This design comes from an exercise in tuning for small area, a short achievable clock period and few clock cycles per item on the open sky130 flow, not from production work. Where RTL was checked, it was by simulation tests only, not by an equivalence proof against the original. Power and IR drop assume default switching activity.

==> flow/design.v (excerpt) <==
module chunk_decoder (
    input  wire        clk,
    input  wire        rst,         
    input  wire        in_valid,
    input  wire [7:0]  in_data,
    output wire        in_ready,
    output wire        out_valid,
    input  wire        out_ready,
    output wire        out_hdr,
    output wire [3:0]  out_kind,
    output wire [23:0] out_value,
    output wire [8:0]  out_len,
    output wire [7:0]  out_data,
    output wire        fault,
    output wire [7:0]  fault_tag
);
Size in the first run: ~3700 cells after synthesis, roughly 2200 flip-flops, roughly 0.054 sq mm of cells after synthesis.
Settings: LEC_CHECK=0, CAP_MARGIN=20, CORE_MARGIN=2, CORE_UTILIZATION=40, CTS_CLUSTER_DIAMETER=100, CTS_CLUSTER_SIZE=24, SETUP_SLACK_MARGIN=4.3, SLEW_MARGIN=20; clock period 7.0 ns.
run.sh (not shown) runs the stock make flow with config.mk's settings and CLKGATE_MAP_FILE= SYNTH_SCRIPT=/design/flow/synth_recipe.tcl, a recipe that flattens the netlist after the stock synthesis.
Testbench counts at the start, summed over its fixed seeds: cycles 26,564, items 1,600.
Rerun with:
--- a/flow/design.v
+++ b/flow/design.v
@@ -80,39 +80,35 @@
     wire a_push   = a_v & ~a_is_bad;
     wire in_bad   = in_data[7] & ~(in_data[6] & in_data[5]);
     wire stop_nx  = stop | (in_fire & p_need_tag & in_bad);
     reg  [7:0] w0, w1, w2;
     reg        wu0, wu1, wu2;         
     reg  [1:0] wcnt;
     reg        fill;                  
     reg  [RING*8-1:0] ring_d;
-    reg  [8:0]        rcnt;           
     reg               rempty;         
-    reg               rone;           
-    reg               rfull;          
+    reg               tl;             
     reg  [7:0]        ph;
     reg               contig;
     reg  [7:0]        hd;
     reg               rd_v;
     wire [7:0] rd_d = ring_d[RING*8-1 -: 8];
     reg  [7:0]    qm [0:QD-1];
     reg  [QD-1:0] qv;
     wire [7:0]    q0 = qm[0];
     wire [7:0]    q1 = qm[1];
     wire          q0v = qv[0];
     wire          q1v = qv[1];
     wire take  = rd_v & ~qv[QD-1];
-    wire wr_ok = rempty | (rone & take) | (contig & (~rfull | take));
+    wire last  = take & tl;                          
+    wire wr_ok = rempty | last | (contig & (~rd_v | take));
     wire wr    = ((wcnt != 2'd0) | fill) & wr_ok;    
     wire wpp   = wr & ~fill;                         
-    wire newhead = wr & (rempty | (rone & take));    
-    wire r_inc   = wr & ~take;
-    wire r_dec   = take & ~wr;
-    wire r_same  = ~(r_inc | r_dec);
+    wire newhead = wr & (rempty | last);    
     wire [7:0] st0_d = wr ? w0 : rd_d;
     function [6:0] dec(input [7:0] b);
         reg [3:0] k;
         begin
             case (b)
                 8'h31: k = 4'd0;
                 8'h52: k = 4'd1;
                 8'h55: k = 4'd2;
@@ -423,20 +419,18 @@
             rem_in     <= 8'd0;
             pend       <= 9'd0;
             complete   <= 1'b0;
             pend1      <= 1'b0;
             done_r     <= 1'b0;
             fault_r    <= 1'b0;
             wcnt       <= 2'd0;
             fill       <= 1'b0;
-            rcnt       <= 9'd0;
             rempty     <= 1'b1;
-            rone       <= 1'b0;
-            rfull      <= 1'b0;
+            tl         <= 1'b0;
             ph         <= 8'd0;
             contig     <= 1'b0;
             hd         <= 8'd0;
             rd_v       <= 1'b0;
             qv         <= {QD{1'b0}};
             {s_tag, s_tlm, s_b1, s_b2, s_ut, s_ub1, s_pay} <= 7'b1000000;
             o_valid    <= 1'b0;
         end else begin
@@ -450,27 +444,25 @@
             pend       <= p_dec ? pend + {8'd0, p_inc} - 9'd1 : pend + {8'd0, p_inc};
             complete   <= (complete & ~(pend1 & p_dec & ~p_inc)) | p_inc;
             pend1      <= (~complete & p_inc) | (pend1 & (p_inc ~^ p_dec)) |
                           ((pend == 9'd2) & p_dec & ~p_inc);
             if (a_is_bad) fault_r <= 1'b1;
             wcnt       <= wcnt_nx;
             if (wr) fill <= ~fill & wu0;
             if (a_v & need_tag) in_e1 <= (a_d == 8'hE1);
-            rcnt   <= r_inc ? rcnt + 9'd1 : r_dec ? rcnt - 9'd1 : rcnt;
-            rempty <= (rempty & r_same) | (rone & r_dec);
-            rone   <= (rempty & r_inc) | (rone & r_same) | ((rcnt == 9'd2) & r_dec);
-            rfull  <= (rfull & r_same) | ((rcnt == RING - 1) & r_inc);
+            rempty <= ~wr & (rempty | last);
+            tl     <= ~wr & (ph == RING - 1);
             ph     <= wr ? 8'd1 : (ph == RING - 1) ? 8'd0 : ph + 8'd1;
             contig <= wr | (ph == 8'd0);
             if (newhead)
                 hd <= RING - 1;
             else if (!take)
                 hd <= (hd == 8'd0) ? RING - 1 : hd - 8'd1;
-            rd_v <= ~newhead & ((take & ~(rone & ~wr)) | (~take & ~rempty & (hd == 8'd1)));
+            rd_v <= ~newhead & ((take & ~last) | (~take & ~rempty & (hd == 8'd1)));
             qv <= qvn;
             if (o_free)
                 {s_tag, s_tlm, s_b1, s_b2, s_ut, s_ub1, s_pay} <=
                     {n_tag, n_tlm, n_b1, n_b2, n_ut, n_ub1, n_pay};
             if (o_free) o_valid <= beat;
         end
     end
     assign in_ready  = in_ready_r;
Result: The new run ran to the end with no violations. Flip-flop and latch count is lower by 10. Count of clock-buffer cells in the layout decreases by 3. Wire length is about the same. Global-route usage increases by 0.24 points. Design area went down by 1.3%.
Testbench counts after the change, summed over its fixed seeds: cycles 26,564, items 1,600.

* * *

## the baseline
Another version of the RTL of chunk_decoder (not shown whole).
Size: ~2,200 flip-flops.
## chunk_decoder
module chunk_decoder (
    input  wire        clk,
    input  wire        rst,         
    input  wire        in_valid,
    input  wire [7:0]  in_data,
    output wire        in_ready,
    output wire        out_valid,
    input  wire        out_ready,
    output wire        out_hdr,
    output wire [3:0]  out_kind,
    output wire [23:0] out_value,
    output wire [8:0]  out_len,
    output wire [7:0]  out_data,
    output wire        fault,
    output wire [7:0]  fault_tag
);
==> flow/config.mk <==
export PLATFORM = sky130hd
export DESIGN_NAME = chunk_decoder
export DESIGN_NICKNAME = chunk_decoder
export VERILOG_FILES = /design/flow/design.v
export SDC_FILE = /design/flow/constraint.sdc
export NUM_CORES = 4
export LEC_CHECK = 0
export CAP_MARGIN = 20
export CORE_MARGIN = 2
export CORE_UTILIZATION = 40
export SETUP_SLACK_MARGIN = 4.0
export SLEW_MARGIN = 20
==> flow/constraint.sdc <==
create_clock -name core_clock -period 7.0 [get_ports {clk}]
set_input_delay 1.4000 -clock core_clock [delete_from_list [all_inputs] [get_ports {clk}]]
set_output_delay 1.4000 -clock core_clock [all_outputs]
set_load 0.01 [all_outputs]
Changes in the candidate relative to the baseline:
--- a/flow/design.v
+++ b/flow/design.v
@@ -23,15 +23,13 @@
     reg        stop;                  
     reg  [7:0] a_d;
     reg        a_v;
     reg        need_tag;              
     reg        need_len;              
     reg  [7:0] rem_in;                
-    reg  [8:0] pend;                  
-    reg        complete;              
-    reg        pend1;                 
+    reg  [8:0] cin;                   
     reg        fault_r;
     reg  [7:0] fault_tag_r;
     reg        in_e1;                 
     wire       in_fire = in_valid & in_ready_r;
     wire [2:0] a_cls   = a_d[7:5];
     wire       a_bad   = a_d[7] & ~(a_d[6] & a_d[5]);
@@ -145,17 +143,19 @@
     wire [23:0] val;          
     reg  [7:0]  t_reg;        
     reg         t_e1;         
     reg  [7:0]  b1_reg;       
     reg         u7;           
     reg  [7:0]  rem;          
+    reg  [8:0]  cout;         
     reg         o_valid, o_hdr;
     reg  [3:0]  o_kind;
     reg  [23:0] o_value;      
     reg  [8:0]  o_len;
     wire o_free   = ~o_valid | out_ready;
+    wire complete = (cin != cout);
     function [23:0] tlm_val(input [2:0] k, input [23:0] v);
         if (k == 3'd0)
             tlm_val = {{16{v[7]}}, v[7:0]};
         else if (k == 3'd1 || k == 3'd2)
             tlm_val = {8'h00, v[15:0]};
         else
@@ -332,14 +332,12 @@
             pop = 2'd1;
             rem_nx = rem_m1;
             if (rem == 8'd1) begin n_pay = 1'b0; n_tag = 1'b1; end
         end
     end
     wire [1:0] pop_g = o_free ? pop : 2'd0;
-    wire       p_inc = p_done;
-    wire       p_dec = o_free & beat_hdr;
     wire       p_1   = o_free & (pop == 2'd1);
     wire       p_2   = o_free & (pop == 2'd2);
     wire       p_0   = ~(p_1 | p_2);
     wire       o_ld  = o_free & beat;
     wire       o_vl  = o_free & vload & ~beat;
     reg [7:0]    qn [0:QD-1];
@@ -354,13 +352,17 @@
             c2 = (i + 2 < QD) ? ((take && qvp[i+2] && !qvp[i+3]) ? rd_d : qm[(i+2)%QD]) : rd_d;
             qn[i] = ({8{p_0}} & c0) | ({8{p_1}} & c1) | ({8{p_2}} & c2);
         end
         v0 = qv | (take ? {qv[QD-2:0], 1'b1} : {QD{1'b0}});
         v1 = {1'b0, qv[QD-1:1]} | (take ? qv : {QD{1'b0}});
         v2 = {2'b0, qv[QD-1:2]} | (take ? {1'b0, qv[QD-1:1]} : {QD{1'b0}});
-        qvn = ({QD{p_0}} & v0) | ({QD{p_1}} & v1) | ({QD{p_2}} & v2);
+        case (pop_g)
+            2'd1:    qvn = v1;
+            2'd2:    qvn = v2;
+            default: qvn = v0;
+        endcase
     end
     wire [6:0] dec_rd = dec(rd_d);
     wire [6:0] dec_q1 = dec(qm[1]);
     wire [6:0] dec_q2 = dec(qm[2]);
     wire       ins0_0 = take & ~qv[0];
     wire       ins1_0 = take & qv[0] & ~qv[1];
@@ -419,15 +421,13 @@
             in_ready_r <= 1'b1;
             stop       <= 1'b0;
             a_v        <= 1'b0;
             need_tag   <= 1'b1;
             need_len   <= 1'b0;
             rem_in     <= 8'd0;
-            pend       <= 9'd0;
-            complete   <= 1'b0;
-            pend1      <= 1'b0;
+            cin        <= 9'd0;
             fault_r    <= 1'b0;
             wcnt       <= 2'd0;
             fill       <= 1'b0;
             rcnt       <= 9'd0;
             rempty     <= 1'b1;
             rone       <= 1'b0;
@@ -435,24 +435,22 @@
             ph         <= 8'd0;
             contig     <= 1'b0;
             hd         <= 8'd0;
             rd_v       <= 1'b0;
             qv         <= {QD{1'b0}};
             {s_tag, s_tlm, s_b1, s_b2, s_ut, s_ub1, s_pay} <= 7'b1000000;
+            cout       <= 9'd0;
             o_valid    <= 1'b0;
         end else begin
             stop       <= stop_nx;
             in_ready_r <= ~stop_nx & room;
             a_v        <= in_fire;
             need_tag   <= p_need_tag;
             need_len   <= p_need_len;
             rem_in     <= p_rem;
-            pend       <= pend + {8'd0, p_inc} - {8'd0, p_dec};
-            complete   <= (complete & ~(pend1 & p_dec & ~p_inc)) | p_inc;
-            pend1      <= (~complete & p_inc) | (pend1 & (p_inc ~^ p_dec)) |
-                          ((pend == 9'd2) & p_dec & ~p_inc);
+            cin        <= cin + {8'd0, p_done};
             if (a_is_bad) fault_r <= 1'b1;
             wcnt       <= wcnt_nx;
             if (wr) fill <= ~fill & wu0;
             if (a_v & need_tag) in_e1 <= (a_d == 8'hE1);
             rcnt   <= rcnt + {8'd0, wr} - {8'd0, take};
             rempty <= (rempty & r_same) | (rone & r_dec);
@@ -466,12 +464,13 @@
                 hd <= (hd == 8'd0) ? RING - 1 : hd - 8'd1;
             rd_v <= ~newhead & ((take & ~(rone & ~wr)) | (~take & ~rempty & (hd == 8'd1)));
             qv <= qvn;
             if (o_free)
                 {s_tag, s_tlm, s_b1, s_b2, s_ut, s_ub1, s_pay} <=
                     {n_tag, n_tlm, n_b1, n_b2, n_ut, n_ub1, n_pay};
+            cout <= cout + {8'd0, o_free & beat_hdr};
             if (o_free) o_valid <= beat;
         end
     end
     assign in_ready  = in_ready_r;
     assign out_valid = o_valid;
     assign out_hdr   = o_hdr;
==> summary.txt <==
- Measured against each other, the baseline and the candidate differ in switching power total, the higher figure coming from the candidate.
- met1 routing resource usage after global routing was lower in the baseline than in the candidate.
- The top routing layer in use comes out met5 in one run and met4 in the other, namely in the candidate and the baseline respectively.
- Status: complex-gate fraction of the synthesized area parity (the candidate, the baseline)
- The candidate against the baseline: final critical-path required period fell by 0.22 ns; post-synth design cell area rose by 250 um^2; number of instances in the placed design rose by 1.4%; core utilization fell by 0.21 points.
- The candidate vs the baseline — maximum frequency from static timing analysis climbed by a little under 10%
- From the baseline to the candidate the numbers moved as follows: wire length after detailed routing increased by about 1.9% relative to the old numbers, number of unique standard cell types used by synthesis decreased by 9 relative to the old numbers, met2 capacity usage during global routing closely matched the old numbers.
Testbench counts of the candidate, summed over its fixed seeds: cycles 26,564, items 1,600.
No functional check of the RTL was part of the baseline.

* * *

## trial 22
chunk_decoder, a different RTL version from the one above (not shown whole).
Size in the first run: roughly 3700 cells after synthesis, ~2200 flip-flops, about 54000 µm² of cells after synthesis.
clock: 7.0 ns
lec_check: 0
cap_margin: 20
core_margin: 2
core_utilization: 40
setup_slack_margin: 4.0
slew_margin: 20
Testbench counts of trial 22, summed over its fixed seeds: cycles 26,311, items 1,600.
--- input diff trial 22..trial 64 ---
--- a/flow/design.v
+++ b/flow/design.v
@@ -317,26 +317,24 @@
             n_ub1 = 1'b0;
             if (rem == 8'd0) n_tag = 1'b1; else n_pay = 1'b1;
         end
         if (s_pay && q0v) begin
             beat = 1'b1;
             b_value = {16'h0000, q0};
             pop = 2'd1;
             rem_nx = rem_m1;
             if (rem == 8'd1) begin n_pay = 1'b0; n_tag = 1'b1; end
         end
     end
     wire [1:0] pop_g = o_free ? pop : 2'd0;
-    wire       o_ld  = o_free & beat;
-    wire       o_vl  = o_free & vload & ~beat;
     reg [7:0]    qn [0:QD-1];
     reg [QD-1:0] qvn;
     reg [7:0]    c0, c1, c2;
     reg [QD-1:0] v0, v1, v2;
     wire [QD:0]  qvp = {qv, 1'b1};     
     always @(*) begin
         for (i = 0; i < QD; i = i + 1) begin
             c0 = (take && qvp[i] && !qv[i]) ? rd_d : qm[i];
             c1 = (i + 1 < QD) ? ((take && qv[i] && !qvp[i+2]) ? rd_d : qm[(i+1)%QD]) : rd_d;
             c2 = (i + 2 < QD) ? ((take && qvp[i+2] && !qvp[i+3]) ? rd_d : qm[(i+2)%QD]) : rd_d;
             case (pop_g)
                 2'd1:    qn[i] = c1;
@@ -392,30 +390,34 @@
         f0   <= f0_n;
         f1nz <= f1nz_n;
         w0 <= wn0; w1 <= wn1; w2 <= wn2;
         if (o_free) begin
             t_e1   <= t_e1_nx;
             t_reg  <= t_nx;
             b1_reg <= b1_nx;
             tk     <= tk_nx;
             need   <= need_nx;
             rem    <= rem_nx;
             u7     <= u7_nx;
         end
-        fault_tag_r <= ({8{a_is_bad}} & a_d) | ({8{fault_r}} & fault_tag_r);
-        {o_kind, o_len} <= ({13{o_ld}} & {b_kind, b_len}) |
-                           ({13{~o_free}} & {o_kind, o_len});
-        o_hdr <= ~rst & ((o_ld & beat_hdr) | (~o_free & o_hdr));
-        o_value <= ({24{o_ld}} & b_value) | ({24{o_vl}} & val_nx) |
-                   ({24{~(o_ld | o_vl)}} & o_value);
+        if (a_is_bad) fault_tag_r <= a_d;
+        if (o_free && beat) begin
+            o_hdr   <= beat_hdr;
+            o_kind  <= b_kind;
+            o_len   <= b_len;
+        end
+        if (o_free && beat)
+            o_value <= b_value;
+        else if (o_free && vload)
+            o_value <= val_nx;
         if (rst) begin
             in_ready_r <= 1'b1;
             stop       <= 1'b0;
             a_v        <= 1'b0;
             need_tag   <= 1'b1;
             need_len   <= 1'b0;
             rem_in     <= 8'd0;
             cin        <= 9'd0;
             fault_r    <= 1'b0;
             wcnt       <= 2'd0;
             rcnt       <= 9'd0;
             rempty     <= 1'b1;
==> summary.txt <==
[diff] worst reg-to-reg setup slack, trial 64 relative to trial 22: improvement
Across both runs, global-route wire length before repair was lower for trial 64 than for trial 22.
Changes observed in trial 64 relative to trial 22: worst hold slack flat, standby leakage power went down, share of the clock period used by the worst path after layout now sits lower.
Trial 22 ended up with more cell instances than trial 64 did.
The multiplexer fraction of the synthesized cell area was comparable across trial 22 and trial 64.
Of trial 22 and trial 64, trial 64 shows the lower wire length per cell after detailed routing, with trial 22 above it.
Compare trial 22 and trial 64 | area growth from synthesis to final layout lower: trial 64
Looking at non-clock buffer count across trial 22 and trial 64, the one that comes out lower is trial 64.
Critical path depth for trial 64 is lower than for trial 22.
Total power: trial 22 vs trial 64 — no meaningful difference
[trial 64 vs trial 22] final worst setup slack: higher in trial 64
The RTL of trial 64 was laid out without a check of its function.

[what the ideal ports hide]
Ports are ideal in the flow. The routed layouts listed here were re-timed in OpenROAD. Step 1: set_driving_cell puts a clkbuf_16 on clk and a buf_2 on each other input, an assumption about the parent block. Step 2 also shifts input and output timing later by t, the mid clock arrival at the registers, as if the neighbouring blocks saw the same clock. Three values: ideal ports, drivers, drivers and shift; two values: the first two.
| run | t (ns) | setup WS [ns] | worst data-port slew with drivers (ns) |
|---|---|---|---|
| the first run of note 1 | 0.800 | 4.225 / 4.155 / 3.824 | 0.03 |
| the second run of note 1 | 0.783 | 4.268 / 4.195 / 3.756 | 0.03 |
| the baseline | 0.855 | 3.837 / 3.837 / 3.054 | 0.12 |
| the candidate | 0.847 | 4.059 / 4.017 / 3.248 | 0.11 |
| trial 22 | 0.849 | 3.925 / 3.925 / 3.259 | 0.07 |
| trial 64 | 0.829 | 3.995 / 3.931 / 3.308 | 0.03 |
After both steps every run listed still meets setup and hold. For the candidate, which loses most, drivers alone change the setup slack by -0.042 ns; drivers and shift together by -0.811 ns.
